From an optimization exercise on the open Yosys and OpenROAD flow, aimed at small area, a short achievable clock period and few clock cycles per item; shortcuts taken in it are not production practice. Function was checked by simulation only, so behaviour that the tests miss may differ from the original. Power figures rest on the tool's default switching activity, not on a simulated workload. The clock port is modelled as an ideal driver; clocking choices that lean on that would not hold on a real chip.

==> flow/design.v <==
module modbus_rx (
    input  wire       clk,
    input  wire       rst,         
    input  wire       in_valid,
    output wire       in_ready,
    input  wire [7:0] in_data,
    output wire       out_valid,
    input  wire       out_ready,
    output wire [7:0] out_data,
    output wire       out_last
);
    localparam integer L  = 261;       
    localparam integer DA = L - 4;     
    localparam integer TA = DA - 1;    
    localparam integer J  = 16;        
    localparam integer Q  = 10;        
    localparam [1:0] T_OK  = 2'd0;
    localparam [1:0] T_FC  = 2'd1;
    localparam [1:0] T_CRC = 2'd2;
    localparam [8:0] LM1 = L - 1;
    localparam [8:0] LM2 = L - 2;
    reg  [8*L-1:0] ring;
    wire     [7:0] ring_in;
    always @(posedge clk)
        ring <= {ring[8*(L-1)-1:0], ring_in};
    localparam [2:0] P_F0 = 3'd0, P_F1 = 3'd1, P_BC = 3'd2, P_DT = 3'd3,
                     P_CL = 3'd4, P_CH = 3'd5;
    reg        in_rdy;
    reg  [8:0] lw;                 
    reg        lw0;                
    reg        lwl;                
    reg  [2:0] ext;                
    reg  [2:0] pst;                
    reg  [7:0] dc;                 
    reg [15:0] crc;
    reg        lo_mm;              
    reg        fc_ok;
    reg  [8:0] le;                 
    reg        le3, le4;           
    reg        win;                
    assign in_ready = in_rdy;
    wire acc    = in_valid & in_rdy;
    wire ext_wr = (ext != 3'd0) && lw0 && !le4;
    wire [7:0] ext_byte = ext[0] ? crc[7:0] : crc[15:8];    
    assign ring_in = acc ? in_data : ext_wr ? ext_byte : ring[8*L-1 -: 8];
    reg [15:0] crc_next;
    integer i;
    always @* begin
        crc_next = ((pst == P_F0) ? 16'hFFFF : crc) ^ {8'h00, in_data};
        for (i = 0; i < 8; i = i + 1)
            crc_next = crc_next[0] ? ((crc_next >> 1) ^ 16'hA001) : (crc_next >> 1);
    end
    wire last_in  = acc && (pst == P_CH);
    wire crc_bad  = lo_mm || (in_data != crc[15:8]);
    wire ext_set  = last_in && crc_bad;
    wire [1:0] push_type = crc_bad ? T_CRC : (fc_ok ? T_OK : T_FC);
    reg  [1:0] q_mem [0:Q-1];
    reg  [3:0] q_wp, q_rp;
    reg        q_ne;               
    reg        q_full;             
    wire [1:0] q_head = q_mem[q_rp];
    localparam [2:0] E_H0 = 3'd0, E_J0 = 3'd1, E_J1 = 3'd2, E_J2 = 3'd3,
                     E_J3 = 3'd4, E_BD = 3'd5;
    reg  [2:0] est;
    reg  [1:0] etype;
    reg  [8:0] er;                 
    reg        eodd;
    reg  [7:0] ad;                 
    reg        b_emit, b_last, b_end, b_crcz, b_rhi;
    reg  [7:0] ta;
    integer k;
    always @* begin
        ta = ring[8*TA +: 8];
        for (k = 1; k < J; k = k + 1)
            if (le[3:0] == k) ta = ring[8*((TA + k) % L) +: 8];
    end
    wire e_ok  = (etype == T_OK);
    wire e_crc = (etype == T_CRC);
    reg       e_emit, e_last;
    reg [7:0] e_byte;
    always @* begin
        e_emit = 1'b0; e_last = 1'b0; e_byte = 8'h00;
        case (est)
            E_H0: begin e_emit = 1'b1; e_byte = {7'd0, q_head != T_OK}; end
            E_J0: begin e_emit = 1'b1;
                        e_byte = e_ok ? ta : e_crc ? 8'h03 : 8'h04; end
            E_J1: begin e_emit = 1'b1;
                        e_byte = e_ok ? ta : e_crc ? 8'h04 : 8'h00;
                        e_last = !e_ok && !e_crc; end
            E_J2: begin e_emit = e_ok; end
            E_J3: begin e_emit = e_ok; e_byte = {1'b0, ad[7:1]};
                        e_last = (ad[7:1] == 7'd0); end
            default: begin
                e_emit = b_emit;
                e_byte = b_rhi ? ta : ad;
                e_last = b_last;
            end
        endcase
    end
    function [4:0] bflags(input [8:0] x, input ok, input crc, input odd);
        begin
            bflags[4] = ok ? (x > {8'd0, odd}) : crc ? (x <= 9'd4) : 1'b0;      
            bflags[3] = ok ? (odd ? (x == 9'd2) : (x == 9'd1)) : (x == 9'd1);   
            bflags[2] = (x == 9'd1);                                              
            bflags[1] = crc && (x <= 9'd5);                                       
            bflags[0] = crc && (x == 9'd4);                                       
        end
    endfunction
    wire [8:0] bc_ext = {1'b0, ad} + (e_crc ? 9'd4 : 9'd0);
    wire       at_j3  = (est == E_J3);
    wire [8:0] er_n   = at_j3 ? bc_ext : er - 9'd1;
    wire       odd_n  = at_j3 ? ad[0] : eodd;
    wire [4:0] bf_n   = bflags(er_n, e_ok, e_crc, odd_n);
    reg       v0, l0;
    reg [7:0] d0;
    assign out_valid = v0;
    assign out_data  = d0;
    assign out_last  = l0;
    wire blk   = b_crcz && (est == E_BD) && (ext != 3'd0) && !q_ne;
    wire e_can = win && !blk && ((est != E_H0) || q_ne);
    wire load  = !v0 || out_ready;
    wire adv   = e_can && (!e_emit || load);
    wire q_pop = adv && (est == E_H0);
    reg        q_push;             
    reg  [1:0] q_type;
    wire       wr      = acc || ext_wr;
    wire       lw_keep = lw0 && wr;
    wire       lw0_n   = lw_keep || lwl;
    wire       ext0_n  = !ext_set && ((ext == 3'd0) || (ext == 3'd1 && ext_wr));
    wire       le4_n   = adv ? le4 : le3;
    wire [8:0] le_inc  = lwrap(le);
    wire       pst_ch_n = acc ? (pst == P_CL) : (pst == P_CH);
    wire       q_room_n = !pst_ch_n || !q_full;
    wire [3:0] q_wp_inc = (q_wp == Q - 1) ? 4'd0 : q_wp + 4'd1;
    wire [3:0] q_rp_inc = (q_rp == Q - 1) ? 4'd0 : q_rp + 4'd1;
    function [8:0] lwrap(input [8:0] x);
        lwrap = (x == LM1) ? 9'd0 : x + 9'd1;
    endfunction
    always @(posedge clk) begin
        if (rst) begin
            in_rdy <= 1'b1;
            lw     <= 9'd0;
            lw0    <= 1'b1;
            lwl    <= 1'b0;
            ext    <= 3'd0;
            pst    <= P_F0;
            q_wp   <= 4'd0;
            q_rp   <= 4'd0;
            q_ne   <= 1'b0;
            q_full <= 1'b0;
            q_push <= 1'b0;
            est    <= E_H0;
            le     <= (9'd1 - DA[8:0]) + L[8:0];    
            le3    <= 1'b0;
            le4    <= 1'b0;
            win    <= 1'b1;
            v0     <= 1'b0;
        end else begin
            in_rdy <= lw0_n && ext0_n && !le4_n && q_room_n;
            q_push <= last_in;
            lw  <= lw_keep ? 9'd0 : lwrap(lw);
            lw0 <= lw0_n;
            lwl <= !lw_keep && (lw == LM2);
            ext <= ext_set ? 3'd4 : ext_wr ? ext - 3'd1 : ext;
            if (q_push) q_wp <= q_wp_inc;
            if (q_pop)  q_rp <= q_rp_inc;
            case ({q_push, q_pop})
                2'b10: begin q_ne <= 1'b1; q_full <= (q_wp_inc == q_rp); end
                2'b01: begin q_ne <= (q_rp_inc != q_wp); q_full <= 1'b0; end
                default: ;
            endcase
            if (acc) begin
                case (pst)
                    P_F0: pst <= P_F1;
                    P_F1: pst <= P_BC;
                    P_BC: pst <= (in_data == 8'd0) ? P_CL : P_DT;
                    P_DT: if (dc == 8'd1) pst <= P_CL;
                    P_CL: pst <= P_CH;
                    default: pst <= P_F0;
                endcase
            end
            if (adv) begin
                case (est)
                    E_H0: est <= E_J0;
                    E_J0: est <= E_J1;
                    E_J1: est <= E_J2;
                    E_J2: est <= E_J3;
                    E_J3: est <= (bc_ext == 9'd0) ? E_H0 : E_BD;
                    default: if (b_end) est <= E_H0;
                endcase
            end else begin
                le  <= le_inc;
                le3 <= (le == 9'd2);
                le4 <= le3;
                win <= (le_inc < J);
            end
            if (load) v0 <= e_can && e_emit;
        end
        if (acc) begin
            if (pst != P_CL && pst != P_CH) crc <= crc_next;
            if (pst == P_F1) fc_ok <= (in_data == 8'h03) || (in_data == 8'h04);
            if (pst == P_BC) dc <= in_data;
            if (pst == P_DT) dc <= dc - 8'd1;
            if (pst == P_CL) lo_mm <= (in_data != crc[7:0]);
        end
        q_type <= push_type;
        if (q_push) q_mem[q_wp] <= q_type;
        if (adv) begin
            if (!(est == E_BD && b_rhi)) ad <= ta;
            if (est == E_H0) etype <= q_head;
            if (at_j3 || est == E_BD) begin
                er   <= er_n;
                eodd <= odd_n;
                {b_emit, b_last, b_end, b_crcz, b_rhi} <= bf_n;
            end
        end
        if (rst) begin
            d0 <= 8'h00;
            l0 <= 1'b0;
        end else if (load) begin
            d0 <= e_byte;
            l0 <= e_last;
        end
    end
endmodule
==> flow/flow/run.sh <==
#!/bin/bash
# Own layout flow: the standard ORFS flow (standard.sh), with
#  - clock tree synthesis with larger sink clusters and no dummy loads.
# The SDC, the clock period and every other setting are left as they are.
set -euo pipefail
export CTS_ARGS="-sink_clustering_enable -repair_clock_nets -sink_clustering_size 30 -sink_clustering_max_diameter 80 -dont_use_dummy_load"
bash standard.sh finish SETUP_SLACK_MARGIN=6.9 > standard.log 2>&1
==> flow/standard.sh <==
#!/bin/bash
# synth_recipe.tcl (not shown) runs the flow's synth.tcl, then flattens the netlist and writes it again
# the make line also repeats each setting of config.mk as NAME=value (left out here)
make -C /OpenROAD-flow-scripts/flow DESIGN_CONFIG=/design/flow/config.mk WORK_HOME=/design/flow/orfs CLKGATE_MAP_FILE= SYNTH_SCRIPT=/design/flow/synth_recipe.tcl "${@:-finish}"
==> flow/config.mk <==
export PLATFORM = sky130hd
export DESIGN_NAME = modbus_rx
export DESIGN_NICKNAME = modbus_rx
export VERILOG_FILES = /design/flow/design.v
export SDC_FILE = /design/flow/constraint.sdc
export NUM_CORES = 4
export LEC_CHECK = 0
export ABC_AREA = 1
export CAP_MARGIN = 20
export CORE_MARGIN = 2
export CORE_UTILIZATION = 40
export SLEW_MARGIN = 20
==> flow/constraint.sdc <==
create_clock -name core_clock -period 10.0 [get_ports {clk}]
set_input_delay 2.0000 -clock core_clock [delete_from_list [all_inputs] [get_ports {clk}]]
set_output_delay 2.0000 -clock core_clock [all_outputs]
set_load 0.01 [all_outputs]
==> flow_metrics.py, run 1 <==
metrics = {
    "outcome": {
        "status": "timing/DRC/antenna clean",
    },
    "synth": {
        "synth-adder-area-share": 0.00398,
        "synth.most_common_cell": "dfxtp_1",
        "synth.area.top_cells": "dfxtp_1 86%, edfxtp_1 4.2%, nand2_1 2.0%",
        "synth-edff-count": 71,
        "synth_cells": 3260,
        "synth_area_um2": 50300,
        "synthMuxAreaShare": 0.00164,
        "syn_nets": 3288,
        "yosys.area_share.simple": 0.0471,
        "synth_compound_area_frac": 0.0268,
        "synth_ff_type": "dfxtp_1",
        "synth_xor_area_frac": 0.00789,
        "synth_area_per_cell_um2": 15.4,
        "async_flop_share": 0,
        "synth-seq-cells": 2219,
        "yosysSeqAreaShare": 0.898,
        "synth_top_family_by_area": "simple AND/OR/NAND/NOR gates",
        "yosys.cell_types.count": 54,
        "yosysWarnings": 1,
        "yosysTopAreaCell": "dfxtp_1",
        "synth_common_cells": "2,148 x dfxtp_1, 266 x nand2_1, 147 x inv_1, 124 x nor2_1, 92 x nand3_1",
        "yosysTopAreaCellShare": 0.855,
    },
    "power_and_ir_drop": {
        "irDropWorstVdd_uv": 157,
        "clkPwrFrac": 0.258,
        "seqPwrFrac": 0.660,
        "p_leak_nw": 21.8,
        "p_int_mw": 11.7,
        "p_switching_mw": 3.48,
        "p_sw_frac": 0.229,
        "powerDensity_nw_per_um2": 277,
        "p_comb_frac": 0.082,
    },
    "layout": {
        "fillers": 11100,
        "area_delta_synth_final_pct": 9.33,
        "nets": 3381,
        "multi_input_area_um2": 4620,
        "final-seq-area_um2": 45200,
        "drive_gt1_frac": 0.0657,
        "design_area_um2": 55000,
        "antenna_cells": 0,
    },
    "global_routing": {
        "grt_pass1_vias": 19200,
        "grt_max_degree": 31,
        "grt_use_total": 0.0934,
        "antenna_found_initial": 1,
        "grt_overflow": 0,
        "grt_pass1_wl_um": 99300,
    },
    "sta": {
        "period_share": 0.318,
        "layout_min_cycle_time_ns": 3.18,
        "fin_setup_tns_ns": 0,
        "setup_viol": 0,
        "tightest_slew_ns": 0.785,
        "maxSlewHeadroom": 0.470,
        "hold_slack_ns": 0.255,
        "fin_skew_ns": 0.0784,
        "timing.fmax_mhz": 314,
        "grt_setup_unrepaired": "true",
        "hold_viol_final": 0,
        "slew_viol_final": 0,
    },
    "worst_setup_path": {
        "cp.required_ns": 8.00,
        "cp_max_fo": 2,
        "cp_top_family": "flip-flops",
        "start_kind": "flop",
        "rrSetupSlack_ns": 7.15,
        "crit_arrival_ns": 1.18,
        "crit_path_end_kind": "output pin",
        "reg2reg_from": "est[2]$_SDFFE_PP0P_",
        "path_cells": "buf_6",
        "reg2reg_depth": 7,
        "crit_path_top_delay_cell": "dfxtp_4",
        "r2r_end": "er[2]$_DFFE_PP_",
        "cp_num_buf_inv": 1,
        "crit_type": "flop to output pin",
        "cp_slowest_stage_delay_ns": 0.42,
    },
    "cts": {
        "cts_root_buffer": "clkbuf_16",
        "worstSkewPairLatency_ns": 0.68,
        "cts_buffer_depth": 3,
        "cts_hold_buf": 0,
        "cts_buffers": 87,
        "cts.clk_slew.worst_paths_ns": 0.10,
        "cts_tree": "done",
        "h-tree-depth": 3,
        "clock_sinks": 2219,
    },
    "route": {
        "totalWireLength_um": 59400,
        "wl_per_cell_um": 11.9,
        "via_count": 20200,
        "ant_nets": 0,
        "drt-initial-drc-count": 1142,
        "drc": 0,
        "first_pass_iters": 5,
        "routed_via_density": 4.04,
    },
    "die": {
        "core_area_um2": 125000,
        "start_util": 0.401,
        "rows": 130,
        "die_y_um": 359,
        "die_area_um2": 129000,
        "die_w_um": 359,
        "io_pins": 23,
    },
    "worst_hold_path": {
        "hp-start": "ring[358]$_DFF_P_",
        "worstHoldPathType": "flop to flop",
        "hold_depth": 0,
        "holdPathEnd": "ring[366]$_DFF_P_",
    },
    "placement": {
        "portBuffers": 22,
        "post_dp_cell_area_um2": 52500,
        "place.gp.congestion": 0.800,
        "place_hpwl_um": 32900,
    },
    "flow_run": {
        "cap_violations": 0,
    },
}
-- power by group through the flow --
stage | sequential [mW] | combinational, mW | clock, mW
after floorplan | 10.1 | 0.899 | 0
after global placement | 10.2 | 1.14 | 0
after detailed placement | 10.2 | 1.16 | 0
after CTS | 10.0 | 1.21 | 4.11
after global routing | 10.1 | 1.41 | 4.40
final | 10.0 | 1.25 | 3.92
-- flip-flops by register name (all words and copies together) (netlist names), 8 cells and up, named ones only --
register,count
er,9
le,9
crc,16
q_mem,20
d0,8
ad,8
ring,2088
dc,8
lw,9
-- metrics by stage --
stage / util / setup WS [ns] / power [mW] / instances
2_1_floorplan: - / 6.52 / 11.0 / 3260
3_3_place_gp: 0.419 / 5.10 / 11.4 / 4896
3_5_place_dp: 0.419 / 5.09 / 11.4 / 4896
4_1_cts: 0.438 / 6.75 / 15.4 / 4991
5_1_grt: 0.439 / 6.76 / 15.9 / 5001
6_report: 0.439 / 6.82 / 15.2 / 5001
-- layer usage --
| metal | GRT usage | up-vias | share of wire |
|---|---|---|---|
| met2 | 0.123 | 249 | 0.37 |
| met4 | 0.0317 | 0 | 0.025 |
| li1 | - | 10400 | - |
| met5 | 0 | - | 0 |
| met1 | 0.148 | 9468 | 0.56 |
| met3 | 0.0211 | 113 | 0.046 |
-- cell usage in the layout, fill, tap and decap left out, types with 3 or more instances in the layout --
cell / Yosys / layout
o22ai_1: 4 / 4
o21a_1: 3 / 3
nand3_2: 1 / 3
xnor2_2: 1 / 6
o211ai_1: 25 / 25
or2_2: 22 / 22
buf_6: 1 / 10
a21boi_0: 3 / 3
nand3_1: 92 / 90
xor2_2: 4 / 5
clkbuf_16: 0 / 87
dfxtp_2: 0 / 8
xnor2_1: 14 / 8
nor4_1: 7 / 6
dfxtp_1: 2148 / 2136
buf_4: 2 / 18
nor2_4: 2 / 7
a31oi_1: 10 / 10
o21bai_1: 3 / 3
nor2_1: 124 / 117
buf_2: 6 / 4
nor3_1: 22 / 21
a21oi_1: 75 / 73
nor2_2: 3 / 5
edfxtp_1: 71 / 71
nand2_2: 3 / 9
xor2_1: 22 / 20
ha_1: 16 / 14
dfxtp_4: 0 / 4
nand2_1: 266 / 259
o21ai_0: 86 / 85
o21ai_2: 1 / 3
mux2i_1: 6 / 6
inv_1: 147 / 144
nand4_1: 7 / 7
a221oi_1: 3 / 3
inv_2: 5 / 6
-- logic make-up (layout without fill, tap and decap cells) --
kind of cell / after synthesis / in the layout
flops: 2219 / 2219
simple gates: 553 / 554
compound gates: 232 / 232
buf+inv: 192 / 282
xor+xnor: 41 / 41
fa+ha+maj: 16 / 16
mux: 7 / 7
-- worst max-delay path by stage --
| stage | startpoint | depth (start not counted) | end | slack [ns] |
|---|---|---|---|---|
| floorplan | in_data[2] | 8 | crc[0]$_DFFE_PP_ | 6.52 |
| finish | in_rdy$_SDFF_PP1_ | 1 | in_ready | 6.82 |
| global route | d0[7]$_SDFFE_PP0P_ | 1 | out_data[7] | 6.76 |
| global placement | rst | 8 | lw[8]$_SDFF_PP0_ | 5.10 |
| detailed placement | rst | 8 | lw[8]$_SDFF_PP0_ | 5.09 |
| CTS | d0[7]$_SDFFE_PP0P_ | 1 | out_data[7] | 6.75 |
-- layout make-up --
type | count | share of cell area
clock buffers | 87 | 0.0396
repair buffers | 41 | 0.00671
well taps | 1650 | 0.0376
multi-input cells | 850 | 0.0840
inverters | 154 | 0.0107
flip-flops and latches | 2219 | 0.821
-- what timing repair did --
action | 4_1_cts | 5_1_grt
gates resized for setup | 129 | 30
endpoints found under the setup margin | 90 | 43
buffers inserted | 7 | 10
pin swaps | 13 | 13
hold endpoints to repair | 0 | 0
cloned | 1 | 0
Testbench counts, summed over its fixed seeds: cycles 26,792, frames 320.
==> run 2: changes to the inputs <==
--- a/flow/config.mk
+++ b/flow/config.mk
@@ -8,5 +8,6 @@
 export ABC_AREA = 1
 export CAP_MARGIN = 20
 export CORE_MARGIN = 2
-export CORE_UTILIZATION = 40
+export CORE_UTILIZATION = 62
+export PLACE_DENSITY = 0.68
 export SLEW_MARGIN = 20
==> run 2 against run 1 <==
  * Still clean on timing, DRC and antenna
  * Non-clock buffer count rose by 17
  * First-iteration DRC count down 3.9%
  * Register-to-register slack improved by 0.04 ns
  * Global-route usage is 5.9 points higher
  * Combinational power up 3%
  * Synthesized cell count unchanged
  * Critical path depth unchanged
  * Core utilization up 24 points
  * Clock skew up 0.027 ns
  * Critical path type unchanged
==> flow_metrics.py, run 2 <==
metrics = {
    "layout": {
        "design_area_um2": 54400,
        "top_register": "ring",
        "drive_gt1_frac": 0.0712,
        "postLayoutCoreUtil": 0.676,
        "largest_reg_flops": 2088,
        "antenna_cells": 0,
        "multi_input_area_um2": 4650,
        "area_delta_synth_final_pct": 8.16,
        "final-seq-area_um2": 45200,
        "fillers": 5440,
        "final_common_cell": "dfxtp_1",
        "reg_top3": "ring x2088, q_mem x20, crc x16",
        "nets": 3399,
        "layout_common_cells": "2,136 x dfxtp_1, 259 x nand2_1, 142 x inv_1",
    },
    "route": {
        "first_pass_iters": 7,
        "ant_nets": 0,
        "wl_per_cell_um": 14.2,
        "totalWireLength_um": 62800,
        "via_count": 20500,
        "drt-initial-drc-count": 1097,
        "drc": 0,
        "routed_via_density": 4.63,
    },
    "global_routing": {
        "grt_use_total": 0.152,
        "grt_overflow": 0,
        "grt_max_degree": 31,
        "antenna_found_initial": 0,
        "grt_pass1_vias": 20500,
        "grt_pass1_wl_um": 104000,
    },
    "worst_hold_path": {
        "hold_depth": 0,
        "worstHoldPathType": "flop to flop",
        "hp-start": "ring[2036]$_DFF_P_",
        "holdPathEnd": "ring[2044]$_DFF_P_",
    },
    "worst_setup_path": {
        "r2r_end": "in_rdy$_SDFF_PP1_",
        "start_kind": "flop",
        "reg2reg_depth": 10,
        "cp_slowest_stage_delay_ns": 0.37,
        "crit_path_top_delay_cell": "dfxtp_2",
        "crit_arrival_ns": 1.15,
        "cp.required_ns": 8.00,
        "crit_path_end_kind": "output pin",
        "cp_max_fo": 2,
        "path_cells": "buf_6",
        "cp_num_buf_inv": 1,
        "crit_type": "flop to output pin",
        "reg2reg_from": "est[2]$_SDFFE_PP0P_",
        "rrSetupSlack_ns": 7.19,
        "cp_top_family": "flip-flops",
    },
    "sta": {
        "maxSlewHeadroom": 0.326,
        "layout_min_cycle_time_ns": 3.15,
        "grt_setup_unrepaired": "true",
        "fin_setup_tns_ns": 0,
        "slew_viol_final": 0,
        "period_share": 0.315,
        "tightest_slew_ns": 1.01,
        "setup_viol": 0,
        "timing.fmax_mhz": 318,
        "hold_viol_final": 0,
        "fin_skew_ns": 0.105,
        "hold_slack_ns": 0.267,
    },
    "cts": {
        "cts_buffers": 86,
        "worstSkewPairLatency_ns": 0.67,
        "cts_buffer_depth": 3,
        "h-tree-depth": 3,
        "cts_tree": "done",
        "cts.clk_slew.worst_paths_ns": 0.11,
        "clock_sinks": 2219,
        "cts_root_buffer": "clkbuf_16",
    },
    "synth": {
        "yosys.cell_types.count": 54,
        "yosysTopAreaCellShare": 0.855,
        "synth_area_um2": 50300,
        "synth-edff-count": 71,
        "yosysWarnings": 1,
        "synth_ff_type": "dfxtp_1",
        "synth.area.top_cells": "dfxtp_1 86%, edfxtp_1 4.2%, nand2_1 2.0%",
        "synth_area_per_cell_um2": 15.4,
        "yosysSeqAreaShare": 0.898,
        "synth-seq-cells": 2219,
        "yosysTopAreaCell": "dfxtp_1",
        "syn_nets": 3288,
        "async_flop_share": 0,
        "synth_common_cells": "2,148 x dfxtp_1, 266 x nand2_1, 147 x inv_1, 124 x nor2_1, 92 x nand3_1",
        "synth.most_common_cell": "dfxtp_1",
        "synth_cells": 3260,
    },
    "die": {
        "rows": 104,
        "die_w_um": 289,
        "start_util": 0.625,
        "die_y_um": 289,
        "io_pins": 23,
        "die_area_um2": 83400,
        "core_area_um2": 80400,
    },
    "power_and_ir_drop": {
        "seqPwrFrac": 0.660,
        "p_leak_nw": 21.8,
        "irDropWorstVdd_uv": 212,
        "power_mw": 15.2,
        "p_sw_frac": 0.231,
        "p_switching_mw": 3.51,
        "p_comb_frac": 0.085,
        "powerDensity_nw_per_um2": 280,
        "p_int_mw": 11.7,
        "clkPwrFrac": 0.255,
    },
    "placement": {
        "post_dp_cell_area_um2": 51700,
        "place_hpwl_um": 35100,
        "place.gp.congestion": 0.810,
        "portBuffers": 22,
    },
    "outcome": {
        "status": "timing/DRC/antenna clean",
    },
    "flow_run": {
        "cap_violations": 0,
    },
}
[run 2: cell counts after synthesis]
No cell type changed its count.
[run 2: area by class of cell]
type | instances | area share
Sequential cell | 2219 | 0.830
Tap cell | 1060 | 0.0244
Multi-Input combinational cell | 851 | 0.0854
Timing Repair inverter | 1 | 0.0000920
Clock buffer | 86 | 0.0396
Inverter | 154 | 0.0109
Timing Repair Buffer | 58 | 0.00936
[run 2: kinds of logic after synthesis]
logic type | after synthesis | share of synthesized area
buffers and inverters | 192 | 0.0150
xor gates and xnor gates | 41 | 0.00789
AOI/OAI and AO/OA | 232 | 0.0268
muxes | 7 | 0.00164
adders and majority gates | 16 | 0.00398
DFF | 2219 | 0.898
and+or+nand+nor | 553 | 0.0471
[run 2: worst register-to-register path, delay by kind of cell (launching register included)]
kind,cells,cell delay [ns]
AOI/OAI and AO/OA,3,0.80
buffers and inverters,3,0.50
DFF,1,0.43
and+or+nand+nor,4,0.95
[run 2: repair_timing]
action / in CTS / in global routing
resized for setup: 119 / 37
setup buffers: 19 / 16
endpoints found under the setup margin: 108 / 59
hold buffers: 0 / 0
pin swaps: 15 / 21
gates cloned: 1 / 2
[run 2: routing by layer]
layer / vias to the layer above / GRT usage / wire length [um]
met2: 372 / 0.218 / 25600
met4: 0 / 0.0485 / 1650
li1: 10400 / - / -
met3: 122 / 0.0288 / 2640
met1: 9584 / 0.235 / 32900
met5: - / 0 / 0
[run 2: power by group through the flow]
stage | clock network, mW | registers (mW) | logic, mW
2_1_floorplan | 0 | 10.1 | 0.899
3_3_place_gp | 0 | 10.2 | 1.12
3_5_place_dp | 0 | 10.2 | 1.17
4_1_cts | 4.01 | 10.1 | 1.21
5_1_grt | 4.31 | 10.1 | 1.45
6_report | 3.89 | 10.1 | 1.29
[run 2: per-stage QoR]
stage          instances  setup WS [ns]
2_1_floorplan       3260           6.52
3_3_place_gp        4305           5.32
3_5_place_dp        4305           5.24
4_1_cts             4411           6.78
5_1_grt             4429           6.81
6_report            4429           6.85
[run 2: worst max path at each step]
stage,startpoint,end,cells after the start
floorplan,in_data[2],crc[0]$_DFFE_PP_,8
global placement,rst,lw[7]$_SDFF_PP0_,8
detailed placement,rst,lw[7]$_SDFF_PP0_,8
CTS,in_valid,lw[7]$_SDFF_PP0_,10
global route,d0[1]$_SDFFE_PP0P_,out_data[1],1
finish,d0[1]$_SDFFE_PP0P_,out_data[1],1
==> run 3: changes to the inputs <==
--- a/flow/config.mk
+++ b/flow/config.mk
@@ -9,5 +9,5 @@
 export CAP_MARGIN = 20
 export CORE_MARGIN = 2
 export CORE_UTILIZATION = 62
-export PLACE_DENSITY = 0.68
+export PLACE_DENSITY = 0.78
 export SLEW_MARGIN = 20
==> run 3 against run 2 <==
  * Clock skew is 0.049 ns lower
  * Cell area is 0.21% lower
  * Clock power hardly changed
  * Flip-flop and latch count stayed put
  * Sequential share of layout area is 0.17 points higher
==> flow_metrics.py, run 3 <==
metrics = {
    "cts": {
        "worstSkewPairLatency_ns": 0.67,
        "cts_tree": "done",
        "cts_root_buffer": "clkbuf_16",
        "cts_hold_buf": 0,
        "h-tree-depth": 3,
        "cts.clk_slew.worst_paths_ns": 0.10,
        "clock_sinks": 2219,
        "cts_buffers": 85,
        "cts_buffer_depth": 3,
    },
    "worst_setup_path": {
        "start_kind": "flop",
        "cp_max_fo": 2,
        "cp_top_family": "flip-flops",
        "crit_path_top_delay_cell": "dfxtp_4",
        "crit_cells": 1,
        "crit_path_end_kind": "output pin",
        "crit_arrival_ns": 1.12,
        "crit_type": "flop to output pin",
        "cp_num_buf_inv": 1,
        "reg2reg_depth": 15,
        "path_cells": "buf_6",
        "cp.required_ns": 8.00,
        "cp_slowest_stage_delay_ns": 0.40,
    },
    "route": {
        "drc": 0,
        "first_pass_iters": 5,
        "drt-initial-drc-count": 1204,
        "totalWireLength_um": 61900,
        "ant_nets": 0,
        "wl_per_cell_um": 14.0,
        "via_count": 20200,
        "routed_via_density": 4.57,
    },
    "power_and_ir_drop": {
        "power_mw": 15.2,
        "powerDensity_nw_per_um2": 280,
        "irDropWorstVdd_uv": 193,
        "p_leak_nw": 21.8,
    },
    "placement": {
        "place.gp.congestion": 0.876,
        "place_hpwl_um": 33800,
        "portBuffers": 22,
    },
    "layout": {
        "largest_reg_flops": 2088,
        "drive_gt1_frac": 0.0679,
        "nets": 3388,
        "layout_common_cells": "2,137 x dfxtp_1, 258 x nand2_1, 143 x inv_1",
        "top_register": "ring",
        "fillers": 5453,
        "antenna_cells": 0,
        "final_common_cell": "dfxtp_1",
        "final-seq-area_um2": 45100,
        "area_delta_synth_final_pct": 7.93,
        "multi_input_area_um2": 4640,
        "reg_top3": "ring x2088, q_mem x20, crc x16",
    },
    "sta": {
        "fin_setup_tns_ns": 0,
        "period_share": 0.312,
        "setup_viol": 0,
        "timing.fmax_mhz": 320,
        "maxSlewHeadroom": 0.311,
        "hold_viol_final": 0,
        "tightest_slew_ns": 1.03,
        "grt_setup_unrepaired": "true",
        "layout_min_cycle_time_ns": 3.12,
        "fin_skew_ns": 0.0568,
        "slew_viol_final": 0,
    },
    "die": {
        "rows": 104,
        "core_area_um2": 80400,
        "die_area_um2": 83400,
        "die_w_um": 289,
        "io_pins": 23,
        "start_util": 0.625,
        "die_y_um": 289,
    },
    "synth": {
        "synth_common_cells": "2,148 x dfxtp_1, 266 x nand2_1, 147 x inv_1, 124 x nor2_1, 92 x nand3_1",
        "yosysTopAreaCell": "dfxtp_1",
        "syn_nets": 3288,
        "yosysSeqAreaShare": 0.898,
        "synth-seq-cells": 2219,
        "yosysWarnings": 1,
        "synth_area_um2": 50300,
        "async_flop_share": 0,
        "synth-edff-count": 71,
        "synth_cells": 3260,
        "yosysTopAreaCellShare": 0.855,
        "yosys.cell_types.count": 54,
        "synth_area_per_cell_um2": 15.4,
        "synth_ff_type": "dfxtp_1",
        "synth.most_common_cell": "dfxtp_1",
        "synth.area.top_cells": "dfxtp_1 86%, edfxtp_1 4.2%, nand2_1 2.0%",
    },
    "global_routing": {
        "grt_pass1_wl_um": 102000,
        "grt_pass1_vias": 19700,
        "grt_use_total": 0.151,
        "antenna_found_initial": 0,
        "grt_overflow": 0,
        "grt_max_degree": 31,
    },
    "outcome": {
        "status": "timing/DRC/antenna clean",
    },
    "worst_hold_path": {
        "worstHoldPathType": "flop to flop",
        "hold_depth": 0,
    },
    "flow_run": {
        "cap_violations": 0,
    },
}
[run 3: cell counts after synthesis]
No cell type changed its count.
[run 3: final timing paths]
path	startpoint	to	slack [ns]
max	in_rdy$_SDFF_PP1_	in_ready	6.88
min	ring[1785]$_DFF_P_	ring[1793]$_DFF_P_	0.28
max reg2reg	ext[0]$_SDFFE_PP0P_	q_full$_SDFFE_PP0P_	7.12
min reg2reg	ring[1785]$_DFF_P_	ring[1793]$_DFF_P_	0.28
[run 3: worst reg2reg max path, stage by stage (launching register included)]
cell,delay [ns]
dfxtp_1,0.68
inv_1,0.27
ha_1,0.26
nand2_1,0.16
a31oi_1,0.11
o21a_1,0.28
nand2_4,0.15
nor2_4,0.07
ha_2,0.19
nor2_2,0.11
o211ai_1,0.10
a21oi_1,0.11
o21ai_0,0.09
nor2_1,0.10
a21oi_1,0.05
nor2_1,0.08
[run 3: per-layer routing]
metal,track usage,part of all wire,up-vias
met3,0.0288,0.040,128
met4,0.0470,0.028,0
met5,0,0,-
li1,-,-,10400
met2,0.213,0.40,309
met1,0.237,0.53,9371
[run 3: per-stage QoR]
step | util | cells | setup WS, ns | area (um2) | hold slack (ns)
global placement | 0.643 | 4306 | 5.76 | 51700 | 0.310
detailed placement | 0.643 | 4306 | 5.70 | 51700 | 0.312
floorplan | - | 3260 | 6.52 | 50400 | 0.310
global route | 0.675 | 4418 | 6.82 | 54300 | 0.284
finish | 0.675 | 4418 | 6.88 | 54300 | 0.281
CTS | 0.673 | 4405 | 6.84 | 54100 | 0.279
[run 3: cells by family after synthesis]
| kind of cell | Yosys count | synth area share |
|---|---|---|
| DFF | 2219 | 0.898 |
| and+or+nand+nor | 553 | 0.0471 |
| AOI/OAI and AO/OA | 232 | 0.0268 |
| buffers and inverters | 192 | 0.0150 |
| xor gates and xnor gates | 41 | 0.00789 |
| adders and majority gates | 16 | 0.00398 |
| muxes | 7 | 0.00164 |
[run 3: layout make-up]
class | instances | area share
Clock buffer | 85 | 0.0392
Multi-Input combinational cell | 850 | 0.0855
Tap cell | 1060 | 0.0244
Sequential cell | 2219 | 0.832
Timing Repair Buffer | 50 | 0.00812
Inverter | 154 | 0.0108
[run 3: report_power, final]
group	switching, mW	internal (mW)	leakage, nW
clock network	2.34	1.54	1.05
registers	0.351	9.69	18.1
logic	0.791	0.469	2.67
total	3.49	11.7	21.8
[run 3: timing repair]
item                       4_1_cts  5_1_grt
setup endpoints to repair       81       47
gates resized for setup        116       38
pin swaps                       12       17
buffers inserted                13       13
cloned                           1        0
==> run 4: changes to the inputs <==
--- a/flow/config.mk
+++ b/flow/config.mk
@@ -9,5 +9,5 @@
 export CAP_MARGIN = 20
 export CORE_MARGIN = 2
 export CORE_UTILIZATION = 62
-export PLACE_DENSITY = 0.78
+export PLACE_DENSITY = 0.92
 export SLEW_MARGIN = 20
==> run 4 against run 3 <==
  * Routed wire length increased by 28%
  * Total power up 2.3%
  * First-iteration DRC count grew 42%
  * Largest cell class unchanged
  * Area after synthesis is the same
  * Count of clock-buffer cells in the layout increased by 1
  * Final cell count rose by 0.23%
  * Largest power group unchanged
  * Global-route usage grew 4.2 points
  * Combinational power rose by 15%
  * Clock skew is 0.0021 ns higher
  * Flip-flop and latch count unchanged
  * Still clean
==> flow_metrics.py, run 4 <==
metrics = {
    "sta": {
        "slew_viol_final": 0,
        "fin_skew_ns": 0.0589,
        "hold_viol_final": 0,
        "setup_viol": 0,
        "period_share": 0.313,
        "setup_ws_ns": 6.87,
        "timing.fmax_mhz": 320,
        "layout_min_cycle_time_ns": 3.13,
        "fin_setup_tns_ns": 0,
        "tightest_slew_ns": 0.999,
        "maxSlewHeadroom": 0.331,
        "grt_setup_unrepaired": "true",
    },
    "power_and_ir_drop": {
        "irDropWorstVdd_uv": 229,
        "powerDensity_nw_per_um2": 285,
        "p_leak_nw": 21.9,
    },
    "synth": {
        "yosys.cell_types.count": 54,
        "synth_cells": 3260,
        "synth-seq-cells": 2219,
        "synth_area_per_cell_um2": 15.4,
        "yosysTopAreaCell": "dfxtp_1",
        "synth-edff-count": 71,
        "async_flop_share": 0,
        "synth_common_cells": "2,148 x dfxtp_1, 266 x nand2_1, 147 x inv_1, 124 x nor2_1, 92 x nand3_1",
        "syn_nets": 3288,
        "synth.most_common_cell": "dfxtp_1",
        "synth_area_um2": 50300,
        "synth_ff_type": "dfxtp_1",
        "yosysSeqAreaShare": 0.898,
        "yosysWarnings": 1,
        "synth.area.top_cells": "dfxtp_1 86%, edfxtp_1 4.2%, nand2_1 2.0%",
        "yosysTopAreaCellShare": 0.855,
    },
    "worst_setup_path": {
        "cp.required_ns": 8.00,
        "crit_type": "flop to output pin",
        "cp_max_fo": 2,
        "crit_path_top_delay_cell": "dfxtp_2",
        "cp_num_buf_inv": 1,
        "crit_path_end_kind": "output pin",
        "crit_arrival_ns": 1.13,
        "cp_slowest_stage_delay_ns": 0.37,
        "start_kind": "flop",
        "cp_top_family": "flip-flops",
        "rrSetupSlack_ns": 7.09,
        "path_cells": "buf_6",
    },
    "layout": {
        "top_register": "ring",
        "layout_common_cells": "2,132 x dfxtp_1, 258 x nand2_1, 140 x inv_1",
        "nets": 3398,
        "design_area_um2": 54500,
        "drive_gt1_frac": 0.0739,
        "largest_reg_flops": 2088,
        "antenna_cells": 0,
        "reg_top3": "ring x2088, q_mem x20, crc x16",
        "final_common_cell": "dfxtp_1",
        "area_delta_synth_final_pct": 8.31,
    },
    "route": {
        "via_count": 21500,
        "ant_nets": 0,
        "routed_via_density": 4.85,
        "drc": 0,
        "wl_per_cell_um": 17.9,
        "drt-initial-drc-count": 1710,
        "totalWireLength_um": 79100,
        "first_pass_iters": 5,
    },
    "placement": {
        "post_dp_cell_area_um2": 51700,
        "place_hpwl_um": 43000,
        "portBuffers": 22,
        "dpl_worst_slack_ns": 5.19,
        "place.gp.congestion": 0.855,
    },
    "global_routing": {
        "grt_overflow": 0,
        "antenna_found_initial": 0,
        "grt_pass1_vias": 22100,
        "grt_use_total": 0.193,
        "grt_pass1_wl_um": 125000,
        "grt_max_degree": 31,
    },
    "die": {
        "io_pins": 23,
        "core_area_um2": 80400,
        "die_w_um": 289,
        "die_y_um": 289,
        "start_util": 0.625,
        "rows": 104,
        "die_area_um2": 83400,
    },
    "outcome": {
        "status": "timing/DRC/antenna clean",
    },
    "cts": {
        "clock_sinks": 2219,
        "cts_buffer_depth": 3,
        "cts_buffers": 86,
        "cts_hold_buf": 0,
        "worstSkewPairLatency_ns": 0.66,
        "cts_tree": "done",
        "cts_root_buffer": "clkbuf_16",
        "h-tree-depth": 3,
        "cts.clk_slew.worst_paths_ns": 0.11,
    },
    "flow_run": {
        "cap_violations": 0,
    },
    "worst_hold_path": {
        "worstHoldPathType": "flop to flop",
    },
}
[run 4: cell count changes in the layout (fill, tap and decap cells not counted), moves of 2 or more]
cell / before / now
buf_4: 27 / 36
dfxtp_1: 2137 / 2132
dfxtp_2: 10 / 15
inv_1: 143 / 140
a21oi_2: 3 / 1
ha_1: 14 / 12
ha_4: 0 / 2
nand2_4: 3 / 5
xnor2_2: 5 / 3
xnor2_4: 2 / 4
[run 4: area by class of cell]
| class | instances | area (um2) |
|---|---|---|
| Inverter | 154 | 596 |
| Sequential cell | 2219 | 45200 |
| Timing Repair Buffer | 58 | 503 |
| Multi-Input combinational cell | 851 | 4730 |
| Tap cell | 1060 | 1330 |
| Clock buffer | 86 | 2150 |
| Fill cell | 4981 | 26000 |
[run 4: logic make-up after synthesis]
group                    after synthesis  synth area share
AO/OA/AOI/OAI                        232            0.0268
XOR/XNOR                              41           0.00789
adder cells (fa/ha/maj)               16           0.00398
buffers and inverters                192            0.0150
flip-flops                          2219             0.898
multiplexers                           7           0.00164
AND/OR/NAND/NOR                      553            0.0471
[run 4: through the flow]
stage | power (mW) | std cells | utilization | hold WS, ns
after global placement | 11.3 | 4304 | 0.643 | 0.310
after detailed placement | 11.4 | 4304 | 0.643 | 0.312
after global routing | 16.1 | 4428 | 0.677 | 0.284
after floorplan | 11.0 | 3260 | - | 0.310
after CTS | 15.5 | 4411 | 0.674 | 0.278
final | 15.5 | 4428 | 0.677 | 0.274
[run 4: worst paths after layout]
check | cells past startpoint | to | startpoint
worst max-delay path | 1 | out_data[1] | d0[1]$_SDFFE_PP0P_
worst min-delay path | 0 | ring[583]$_DFF_P_ | ring[575]$_DFF_P_
worst max register to register | 23 | d0[0]$_SDFFE_PP0P_ | le[0]$_SDFFE_PP1N_
worst min register to register | 0 | ring[583]$_DFF_P_ | ring[575]$_DFF_P_
[run 4: power by group]
group / total (mW) / internal (mW) / switching, mW / leakage, nW
clock network: 3.99 / 1.56 / 2.43 / 1.06
logic: 1.45 / 0.526 / 0.924 / 2.73
registers: 10.1 / 9.69 / 0.402 / 18.1
[run 4: metal layers]
metal,routed length [um],global-route usage
met2,38400,0.326
met3,3980,0.0307
met5,0,0
met4,2680,0.0591
met1,34000,0.258
[run 4: timing repair]
action | CTS | global route
setup endpoints to repair | 116 | 36
pin swaps | 17 | 13
buffers inserted | 19 | 17
resized for setup | 134 | 47
cloned | 2 | 0
==> run 5: changes to the inputs <==
--- a/flow/config.mk
+++ b/flow/config.mk
@@ -9,5 +9,5 @@
 export CAP_MARGIN = 20
 export CORE_MARGIN = 2
 export CORE_UTILIZATION = 62
-export PLACE_DENSITY = 0.92
+export PLACE_DENSITY = 0.85
 export SLEW_MARGIN = 20
==> run 5 against run 4 <==
  * Non-clock buffer count is 7 higher
  * Global-route usage is 1.7 points lower
  * Routed wire length is 9.3% lower
  * Flip-flop and latch count stayed put
  * Count of clock-buffer cells in the layout stayed put
  * Total power is 0.77% lower
  * Cell area hardly changed
  * Setup slack worse by 0.023 ns
  * Sequential share of layout area hardly changed
  * Critical path type unchanged
==> flow_metrics.py, run 5 <==
metrics = {
    "layout": {
        "nets": 3405,
        "largest_reg_flops": 2088,
        "fillers": 5157,
        "top_register": "ring",
        "design_area_um2": 54500,
        "final_common_cell": "dfxtp_1",
        "antenna_cells": 0,
        "drive_gt1_frac": 0.0729,
        "area_delta_synth_final_pct": 8.36,
        "reg_top3": "ring x2088, q_mem x20, crc x16",
        "layout_common_cells": "2,136 x dfxtp_1, 258 x nand2_1, 142 x inv_1",
    },
    "worst_setup_path": {
        "crit_path_end_kind": "output pin",
        "cp_top_family": "flip-flops",
        "cp_num_buf_inv": 1,
        "cp_slowest_stage_delay_ns": 0.38,
        "cp_max_fo": 2,
        "crit_type": "flop to output pin",
        "crit_arrival_ns": 1.15,
        "rrSetupSlack_ns": 7.04,
        "crit_path_top_delay_cell": "dfxtp_4",
        "path_cells": "buf_6",
        "cp.required_ns": 8.00,
        "start_kind": "flop",
    },
    "synth": {
        "yosysWarnings": 1,
        "synth_ff_type": "dfxtp_1",
        "yosysTopAreaCell": "dfxtp_1",
        "syn_nets": 3288,
        "synth_area_per_cell_um2": 15.4,
        "synth_area_um2": 50300,
        "synth_common_cells": "2,148 x dfxtp_1, 266 x nand2_1, 147 x inv_1, 124 x nor2_1, 92 x nand3_1",
        "synth_cells": 3260,
        "yosysSeqAreaShare": 0.898,
        "synth.area.top_cells": "dfxtp_1 86%, edfxtp_1 4.2%, nand2_1 2.0%",
        "async_flop_share": 0,
        "synth-edff-count": 71,
        "synth-seq-cells": 2219,
        "synth.most_common_cell": "dfxtp_1",
        "yosys.cell_types.count": 54,
        "yosysTopAreaCellShare": 0.855,
    },
    "cts": {
        "cts_root_buffer": "clkbuf_16",
        "h-tree-depth": 3,
        "cts_tree": "done",
        "cts_buffers": 86,
        "cts_buffer_depth": 3,
        "cts_hold_buf": 0,
        "worstSkewPairLatency_ns": 0.65,
        "cts.clk_slew.worst_paths_ns": 0.11,
        "clock_sinks": 2219,
    },
    "global_routing": {
        "antenna_found_initial": 0,
        "grt_overflow": 0,
        "grt_use_total": 0.175,
        "grt_max_degree": 31,
        "grt_pass1_vias": 21300,
        "grt_pass1_wl_um": 115000,
    },
    "sta": {
        "hold_slack_ns": 0.257,
        "slew_viol_final": 0,
        "layout_min_cycle_time_ns": 3.15,
        "hold_viol_final": 0,
        "maxSlewHeadroom": 0.445,
        "grt_setup_unrepaired": "true",
        "setup_viol": 0,
        "fin_skew_ns": 0.0574,
        "period_share": 0.315,
        "tightest_slew_ns": 0.829,
        "timing.fmax_mhz": 317,
        "fin_setup_tns_ns": 0,
    },
    "route": {
        "first_pass_iters": 5,
        "drt-initial-drc-count": 1366,
        "totalWireLength_um": 71700,
        "via_count": 20800,
        "ant_nets": 0,
        "routed_via_density": 4.68,
        "drc": 0,
        "wl_per_cell_um": 16.2,
    },
    "placement": {
        "post_dp_cell_area_um2": 51700,
        "portBuffers": 22,
        "place.gp.congestion": 0.867,
        "place_hpwl_um": 38600,
    },
    "power_and_ir_drop": {
        "p_switching_mw": 3.65,
        "p_int_mw": 11.8,
        "clkPwrFrac": 0.258,
        "irDropWorstVdd_uv": 221,
        "powerDensity_nw_per_um2": 283,
        "power_mw": 15.4,
        "p_comb_frac": 0.089,
        "p_leak_nw": 21.9,
        "p_sw_frac": 0.237,
        "seqPwrFrac": 0.653,
    },
    "outcome": {
        "status": "timing/DRC/antenna clean",
    },
    "die": {
        "rows": 104,
        "io_pins": 23,
        "die_y_um": 289,
        "die_w_um": 289,
        "core_area_um2": 80400,
        "start_util": 0.625,
        "die_area_um2": 83400,
    },
    "worst_hold_path": {
        "worstHoldPathType": "flop to flop",
    },
    "flow_run": {
        "cap_violations": 0,
    },
}
-- run 5: cell counts after synthesis --
Identical to the previous run, type by type.
-- run 5: cell families after synthesis --
logic type      after synthesis  share of synthesized area
xor+xnor                     41                    0.00789
flops                      2219                      0.898
mux                           7                    0.00164
fa+ha+maj                    16                    0.00398
buf+inv                     192                     0.0150
compound gates              232                     0.0268
simple gates                553                     0.0471
-- run 5: final timing paths --
kind | start | depth (start not counted) | end
max | in_rdy$_SDFF_PP1_ | 1 | in_ready
min | ring[503]$_DFF_P_ | 0 | ring[511]$_DFF_P_
max reg2reg | le[0]$_SDFFE_PP1N_ | 22 | d0[4]$_SDFFE_PP0P_
min reg2reg | ring[503]$_DFF_P_ | 0 | ring[511]$_DFF_P_
-- run 5: final cells by class --
type	instances	area [um2]	area share
sequential	2219	45200	0.829
multi-input combinational	851	4670	0.0858
clock buffer	86	2150	0.0395
tap	1060	1330	0.0243
inverter	154	596	0.0109
timing repair buffer	65	588	0.0108
-- run 5: through the flow --
| stage | setup slack, ns | util | std cells |
|---|---|---|---|
| after floorplan | 6.52 | - | 3260 |
| after global placement | 5.17 | 0.643 | 4304 |
| after detailed placement | 5.19 | 0.643 | 4304 |
| after CTS | 6.81 | 0.675 | 4420 |
| after global routing | 6.80 | 0.678 | 4435 |
| final | 6.85 | 0.678 | 4435 |
-- run 5: power groups by stage --
stage | registers (mW) | clock network [mW] | logic [mW]
2_1_floorplan | 10.1 | 0 | 0.899
3_3_place_gp | 10.2 | 0 | 1.10
3_5_place_dp | 10.2 | 0 | 1.15
4_1_cts | 10.1 | 4.06 | 1.28
5_1_grt | 10.1 | 4.33 | 1.51
6_report | 10.1 | 3.97 | 1.37
-- run 5: what timing repair did --
item / 4_1_cts / 5_1_grt
pin swaps: 16 / 17
resized for setup: 122 / 44
setup buffers: 28 / 15
hold endpoints to repair: 0 / 0
endpoints found under the setup margin: 112 / 57
cloned: 2 / 0
-- run 5: per-layer routing --
layer | GRT usage | wire length, um | vias to the layer above
met1 | 0.246 | 33800 | 9755
met3 | 0.0322 | 3120 | 128
met4 | 0.0479 | 1670 | 0
li1 | - | - | 10400
met2 | 0.283 | 33100 | 438
met5 | 0 | 0 | -
==> run 6: changes to the inputs <==
--- a/flow/config.mk
+++ b/flow/config.mk
@@ -9,5 +9,4 @@
 export CAP_MARGIN = 20
 export CORE_MARGIN = 2
 export CORE_UTILIZATION = 62
-export PLACE_DENSITY = 0.85
 export SLEW_MARGIN = 20
==> run 6 against run 5 <==
  * Global-route usage fell by 2.5 points
  * Routed wire length shrank 13%
  * Register-to-register slack better by 0.06 ns
  * Core utilization down 0.19 points
  * Synthesized cell count did not move
  * Sequential power barely moved
  * Clock skew grew 0.017 ns
  * Clock power down 2%
  * Total power down 1.2%
  * Sequential share of layout area rose by 0.24 points
==> flow_metrics.py, run 6 <==
metrics = {
    "cts": {
        "clock_sinks": 2219,
        "cts.clk_slew.worst_paths_ns": 0.10,
        "worstSkewPairLatency_ns": 0.62,
        "h-tree-depth": 3,
        "cts_root_buffer": "clkbuf_16",
        "cts_buffer_depth": 3,
        "cts_tree": "done",
        "cts_buffers": 86,
    },
    "synth": {
        "synth.area.top_cells": "dfxtp_1 86%, edfxtp_1 4.2%, nand2_1 2.0%",
        "yosysWarnings": 1,
        "synth_area_per_cell_um2": 15.4,
        "yosysTopAreaCell": "dfxtp_1",
        "syn_nets": 3288,
        "synth.most_common_cell": "dfxtp_1",
        "synth_area_um2": 50300,
        "synth_cells": 3260,
        "synth-seq-cells": 2219,
        "yosys.cell_types.count": 54,
        "synth-edff-count": 71,
        "async_flop_share": 0,
        "synth_common_cells": "2,148 x dfxtp_1, 266 x nand2_1, 147 x inv_1, 124 x nor2_1, 92 x nand3_1",
        "yosysTopAreaCellShare": 0.855,
        "yosysSeqAreaShare": 0.898,
        "synth_ff_type": "dfxtp_1",
    },
    "layout": {
        "final_common_cell": "dfxtp_1",
        "layout_common_cells": "2,136 x dfxtp_1, 258 x nand2_1, 142 x inv_1",
        "antenna_cells": 0,
        "nets": 3388,
        "postLayoutCoreUtil": 0.676,
        "drive_gt1_frac": 0.0673,
        "largest_reg_flops": 2088,
        "area_delta_synth_final_pct": 8.06,
        "reg_top3": "ring x2088, q_mem x20, crc x16",
        "top_register": "ring",
    },
    "route": {
        "drt-initial-drc-count": 1178,
        "via_count": 20300,
        "drc": 0,
        "first_pass_iters": 5,
        "ant_nets": 0,
        "totalWireLength_um": 62600,
        "wl_per_cell_um": 14.2,
        "routed_via_density": 4.59,
    },
    "placement": {
        "place.gp.congestion": 0.807,
        "place_hpwl_um": 35000,
        "portBuffers": 22,
    },
    "global_routing": {
        "antenna_found_initial": 0,
        "grt_max_degree": 31,
        "grt_use_total": 0.150,
        "grt_pass1_vias": 20200,
        "grt_pass1_wl_um": 103000,
        "grt_overflow": 0,
    },
    "worst_setup_path": {
        "cp-startpoint": "in_rdy$_SDFF_PP1_",
        "cp_num_buf_inv": 1,
        "start_kind": "flop",
        "crit_path_end_kind": "output pin",
        "reg2reg_depth": 20,
        "cp_slowest_stage_delay_ns": 0.40,
        "crit_path_top_delay_cell": "dfxtp_4",
        "crit_cells": 1,
        "reg2reg_from": "le[0]$_SDFFE_PP1N_",
        "cp_max_fo": 3,
        "crit_type": "flop to output pin",
        "cp_top_family": "flip-flops",
        "cp.required_ns": 8.00,
        "crit_arrival_ns": 1.13,
        "path_cells": "buf_6",
    },
    "power_and_ir_drop": {
        "powerDensity_nw_per_um2": 280,
        "irDropWorstVdd_uv": 230,
        "p_leak_nw": 21.8,
    },
    "sta": {
        "grt_setup_unrepaired": "true",
        "period_share": 0.313,
        "timing.fmax_mhz": 319,
        "fin_setup_tns_ns": 0,
        "hold_viol_final": 0,
        "slew_viol_final": 0,
        "fin_skew_ns": 0.0744,
        "setup_viol": 0,
        "layout_min_cycle_time_ns": 3.13,
        "maxSlewHeadroom": 0.414,
        "tightest_slew_ns": 0.871,
    },
    "die": {
        "die_area_um2": 83400,
        "start_util": 0.625,
        "die_y_um": 289,
        "rows": 104,
        "die_w_um": 289,
        "core_area_um2": 80400,
        "io_pins": 23,
    },
    "flow_run": {
        "cap_violations": 0,
    },
    "worst_hold_path": {
        "hp-start": "ring[2004]$_DFF_P_",
        "hold_depth": 0,
        "worstHoldPathType": "flop to flop",
    },
    "outcome": {
        "status": "timing/DRC/antenna clean",
    },
}
==> run 6: routing by layer <==
layer	GRT usage	wire length, um	vias to the layer above	share of wire
met5	0	0	-	0
met4	0.0445	1520	0	0.024
met3	0.0279	2260	107	0.036
met2	0.217	24900	294	0.40
met1	0.232	33900	9467	0.54
li1	-	-	10400	-
==> run 6: cell families (layout without fill, tap and decap cells) <==
| kind of cell | count (synthesis) | in the layout | synth area share |
|---|---|---|---|
| compound gates | 232 | 232 | 0.0268 |
| xor+xnor | 41 | 41 | 0.00789 |
| fa+ha+maj | 16 | 16 | 0.00398 |
| buf+inv | 192 | 288 | 0.0150 |
| flops | 2219 | 2219 | 0.898 |
| mux | 7 | 7 | 0.00164 |
| simple gates | 553 | 555 | 0.0471 |
==> run 6: area by class of cell <==
type | count | area (um2)
repair buffers | 48 | 440
flip-flops and latches | 2219 | 45200
multi-input cells | 851 | 4670
fillers | 5533 | 26100
clock buffers | 86 | 2150
well taps | 1060 | 1330
inverters | 154 | 591
==> run 6: timing repair <==
item / 4_1_cts / 5_1_grt
endpoints found under the setup margin: 115 / 53
gates resized for setup: 123 / 39
pin swaps: 12 / 16
cloned: 1 / 1
hold buffers: 0 / 0
setup buffers: 13 / 11
==> run 6: where the power goes <==
part           switching [mW]  total (mW)  internal, mW  leakage (nW)
clock network            2.34        3.89          1.55          1.06
registers               0.364        10.1          9.69          18.1
logic                   0.806        1.28         0.475          2.67
==> run 6: through the flow <==
stage	instance area [um2]	power, mW	instances	worst slack (ns)	hold slack [ns]
2_1_floorplan	50400	11.0	3260	6.52	0.310
3_3_place_gp	51700	11.4	4306	5.12	0.310
3_5_place_dp	51700	11.4	4306	5.07	0.312
4_1_cts	54100	15.3	4406	6.80	0.258
5_1_grt	54300	15.9	4418	6.78	0.260
6_report	54300	15.2	4418	6.87	0.266
==> run 6: final timing paths <==
kind	end	slack, ns
hold reg to reg	ring[2012]$_DFF_P_	0.27
hold / removal	ring[2012]$_DFF_P_	0.27
setup reg to reg	d0[2]$_SDFFE_PP0P_	7.10
setup / recovery	in_ready	6.87
==> run 7: changes to the inputs <==
==> flow/flow/run.sh (replaced) <==
#!/bin/bash
# Own layout flow: the standard ORFS flow (standard.sh), with
#  - clock tree synthesis with larger sink clusters and no dummy loads.
# The SDC, the clock period and every other setting are left as they are.
set -euo pipefail
export CTS_ARGS="-sink_clustering_enable -repair_clock_nets -sink_clustering_size 36 -sink_clustering_max_diameter 55 -dont_use_dummy_load"
bash standard.sh finish SETUP_SLACK_MARGIN=6.9 > standard.log 2>&1
==> run 7 against run 6 <==
  * Final cell count rose by 0.68%
  * Die area did not move
  * First-iteration DRC count is 3.0% higher
  * Synthesized cell count did not move
  * Area after synthesis unchanged
  * Core utilization increased by 0.86 points
  * Cell area grew 1.3%
  * Clock skew shrank 0.0036 ns
  * Combinational power about the same
  * Critical path type unchanged
==> flow_metrics.py, run 7 <==
metrics = {
    "die": {
        "start_util": 0.625,
        "rows": 104,
        "die_area_um2": 83400,
        "die_w_um": 289,
        "core_area_um2": 80400,
        "die_y_um": 289,
        "io_pins": 23,
    },
    "synth": {
        "synth_cells": 3260,
        "yosysWarnings": 1,
        "synth.most_common_cell": "dfxtp_1",
        "synth_common_cells": "2,148 x dfxtp_1, 266 x nand2_1, 147 x inv_1, 124 x nor2_1, 92 x nand3_1",
        "yosysSeqAreaShare": 0.898,
        "yosysTopAreaCellShare": 0.855,
        "synth-edff-count": 71,
        "synth_ff_type": "dfxtp_1",
        "yosys.cell_types.count": 54,
        "async_flop_share": 0,
        "syn_nets": 3288,
        "yosysTopAreaCell": "dfxtp_1",
        "synth_area_um2": 50300,
        "synth_area_per_cell_um2": 15.4,
        "synth.area.top_cells": "dfxtp_1 86%, edfxtp_1 4.2%, nand2_1 2.0%",
        "synth-seq-cells": 2219,
    },
    "layout": {
        "antenna_cells": 0,
        "area_delta_synth_final_pct": 9.43,
        "drive_gt1_frac": 0.0759,
        "layout_common_cells": "2,136 x dfxtp_1, 258 x nand2_1, 142 x inv_1",
        "reg_top3": "ring x2088, q_mem x20, crc x16",
        "final_common_cell": "dfxtp_1",
        "nets": 3418,
        "layout.cells.non_filler": 4448,
        "largest_reg_flops": 2088,
        "top_register": "ring",
        "fillers": 5465,
    },
    "worst_setup_path": {
        "rrSetupSlack_ns": 7.13,
        "path_cells": "buf_6",
        "crit_path_end_kind": "output pin",
        "cp_max_fo": 2,
        "cp_top_family": "flip-flops",
        "crit_arrival_ns": 1.13,
        "crit_type": "flop to output pin",
        "cp_num_buf_inv": 1,
        "start_kind": "flop",
        "cp.required_ns": 8.00,
        "r2r_end": "b_emit$_DFFE_PP_",
        "crit_path_top_delay_cell": "dfxtp_4",
        "reg2reg_from": "etype[0]$_DFFE_PP_",
        "cp_slowest_stage_delay_ns": 0.36,
        "reg2reg_depth": 14,
    },
    "cts": {
        "cts_tree": "done",
        "worstSkewPairLatency_ns": 0.65,
        "cts.clk_slew.worst_paths_ns": 0.10,
        "h-tree-depth": 3,
        "cts_root_buffer": "clkbuf_16",
        "cts_buffers": 114,
        "clock_sinks": 2219,
        "cts_buffer_depth": 3,
    },
    "sta": {
        "grt_setup_unrepaired": "true",
        "slew_viol_final": 0,
        "hold_viol_final": 0,
        "maxSlewHeadroom": 0.475,
        "fin_setup_tns_ns": 0,
        "period_share": 0.313,
        "timing.fmax_mhz": 320,
        "fin_skew_ns": 0.0708,
        "setup_viol": 0,
        "tightest_slew_ns": 0.784,
        "layout_min_cycle_time_ns": 3.13,
    },
    "flow_run": {
        "cap_violations": 0,
    },
    "global_routing": {
        "grt_overflow": 0,
        "grt_use_met2": 0.222,
        "grt_max_degree": 37,
        "grt_use_total": 0.154,
        "gr-usage-met3": 0.0295,
        "antenna_found_initial": 0,
        "met1_usage": 0.234,
        "top_usage_layer": "met1",
        "grt_pass1_wl_um": 105000,
        "grt_pass1_vias": 20600,
    },
    "outcome": {
        "status": "timing/DRC/antenna clean",
    },
    "placement": {
        "dp_cells": 4306,
        "place.gp.congestion": 0.807,
        "place_hpwl_um": 35000,
        "portBuffers": 22,
    },
    "worst_hold_path": {
        "hold_depth": 0,
        "holdPathEnd": "ring[1962]$_DFF_P_",
        "worstHoldPathType": "flop to flop",
        "hp-start": "ring[1954]$_DFF_P_",
    },
    "route": {
        "via_count": 20500,
        "first_pass_iters": 5,
        "drt-initial-drc-count": 1213,
        "wl_per_cell_um": 14.3,
        "routed_via_density": 4.61,
        "totalWireLength_um": 63600,
        "drc": 0,
        "ant_nets": 0,
    },
    "power_and_ir_drop": {
        "powerDensity_nw_per_um2": 287,
        "p_leak_nw": 22.1,
        "clkPwrFrac": 0.282,
        "p_int_mw": 12.2,
        "p_sw_frac": 0.229,
        "seqPwrFrac": 0.637,
        "p_switching_mw": 3.61,
        "p_comb_frac": 0.081,
        "irDropWorstVdd_uv": 205,
    },
}
-- run 7: per-layer routing --
metal,wire (um),part of all wire
met4,1650,0.026
met2,25600,0.40
met3,2450,0.038
met1,33900,0.53
met5,0,0
-- run 7: power by group through the flow --
stage	clock network [mW]	logic, mW	registers (mW)
6_report	4.45	1.28	10.1
2_1_floorplan	0	0.899	10.1
4_1_cts	4.58	1.23	10.1
3_5_place_dp	0	1.16	10.2
3_3_place_gp	0	1.12	10.2
5_1_grt	4.89	1.44	10.1
-- run 7: cell type report --
cell class,instances,area [um2],share of cell area
Clock buffer,114,2850,0.0518
Inverter,154,593,0.0108
Multi-Input combinational cell,851,4650,0.0846
Sequential cell,2219,45200,0.821
Tap cell,1060,1330,0.0241
Timing Repair Buffer,50,442,0.00803
-- run 7: how the worst max path moves through the flow --
| stage | from | endpoint | slack [ns] | cells past startpoint |
|---|---|---|---|---|
| floorplan | in_data[2] | crc[0]$_DFFE_PP_ | 6.52 | 8 |
| finish | d0[7]$_SDFFE_PP0P_ | out_data[7] | 6.87 | 1 |
| global route | etype[0]$_DFFE_PP_ | b_emit$_DFFE_PP_ | 6.78 | 14 |
| CTS | d0[7]$_SDFFE_PP0P_ | out_data[7] | 6.83 | 1 |
| detailed placement | rst | lw[7]$_SDFF_PP0_ | 5.07 | 8 |
| global placement | rst | lw[8]$_SDFF_PP0_ | 5.12 | 8 |
-- run 7: metrics by stage --
step	area (um2)	power (mW)	hold WS, ns	util	worst slack [ns]
final	55000	15.8	0.268	0.684	6.87
after global routing	55000	16.5	0.266	0.684	6.78
after CTS	54800	15.9	0.261	0.682	6.83
after detailed placement	51700	11.4	0.312	0.643	5.07
after global placement	51700	11.4	0.310	0.643	5.12
after floorplan	50400	11.0	0.310	-	6.52
-- run 7: cell families after synthesis --
| group | count (synthesis) | share of synthesized area |
|---|---|---|
| xor+xnor | 41 | 0.00789 |
| buf+inv | 192 | 0.0150 |
| mux | 7 | 0.00164 |
| simple gates | 553 | 0.0471 |
| fa+ha+maj | 16 | 0.00398 |
| compound gates | 232 | 0.0268 |
| flops | 2219 | 0.898 |
-- run 7: what timing repair did --
item | in CTS | in global routing
hold endpoints to repair | 0 | 0
pin swaps | 14 | 14
setup endpoints to repair | 114 | 43
buffers inserted | 15 | 11
cloned | 2 | 0
hold buffers | 0 | 0
resized for setup | 122 | 39

what the ideal ports hide:
How much do the figures lean on ideal ports? The routed layouts below were timed once more, with nothing changed but the port constraints.
Step 1: set_driving_cell puts a clkbuf_16 on clk and a buf_2 on each other input, an assumption about the parent block.
Step 2 moves the port delays by t, midway between the first and last clock arrival at a register: inputs arrive t later, outputs are due t later. That takes back most of the time a late clock gives input paths.
Slacks: ideal ports / drivers / drivers and shift; pairs: ideal ports / drivers.
run	t (ns)	setup WS [ns]	clock arrival spread, ns	worst slew at a driven data input, ns
run 1	0.698	6.820 / 6.756 / 6.195	0.110 / 0.110	0.16
run 2	0.673	6.854 / 6.796 / 6.326	0.106 / 0.105	0.04
run 3	0.705	6.879 / 6.812 / 6.290	0.071 / 0.071	0.04
run 4	0.699	6.871 / 6.805 / 6.222	0.073 / 0.073	0.06
run 5	0.693	6.848 / 6.780 / 6.232	0.072 / 0.072	0.08
run 6	0.666	6.867 / 6.806 / 6.306	0.113 / 0.113	0.06
run 7	0.699	6.873 / 6.810 / 6.253	0.118 / 0.119	0.06
After both steps every run listed still meets setup and hold. The setup slack of run 4, which loses most, moves by -0.066 ns with the drivers and by -0.649 ns with both steps.
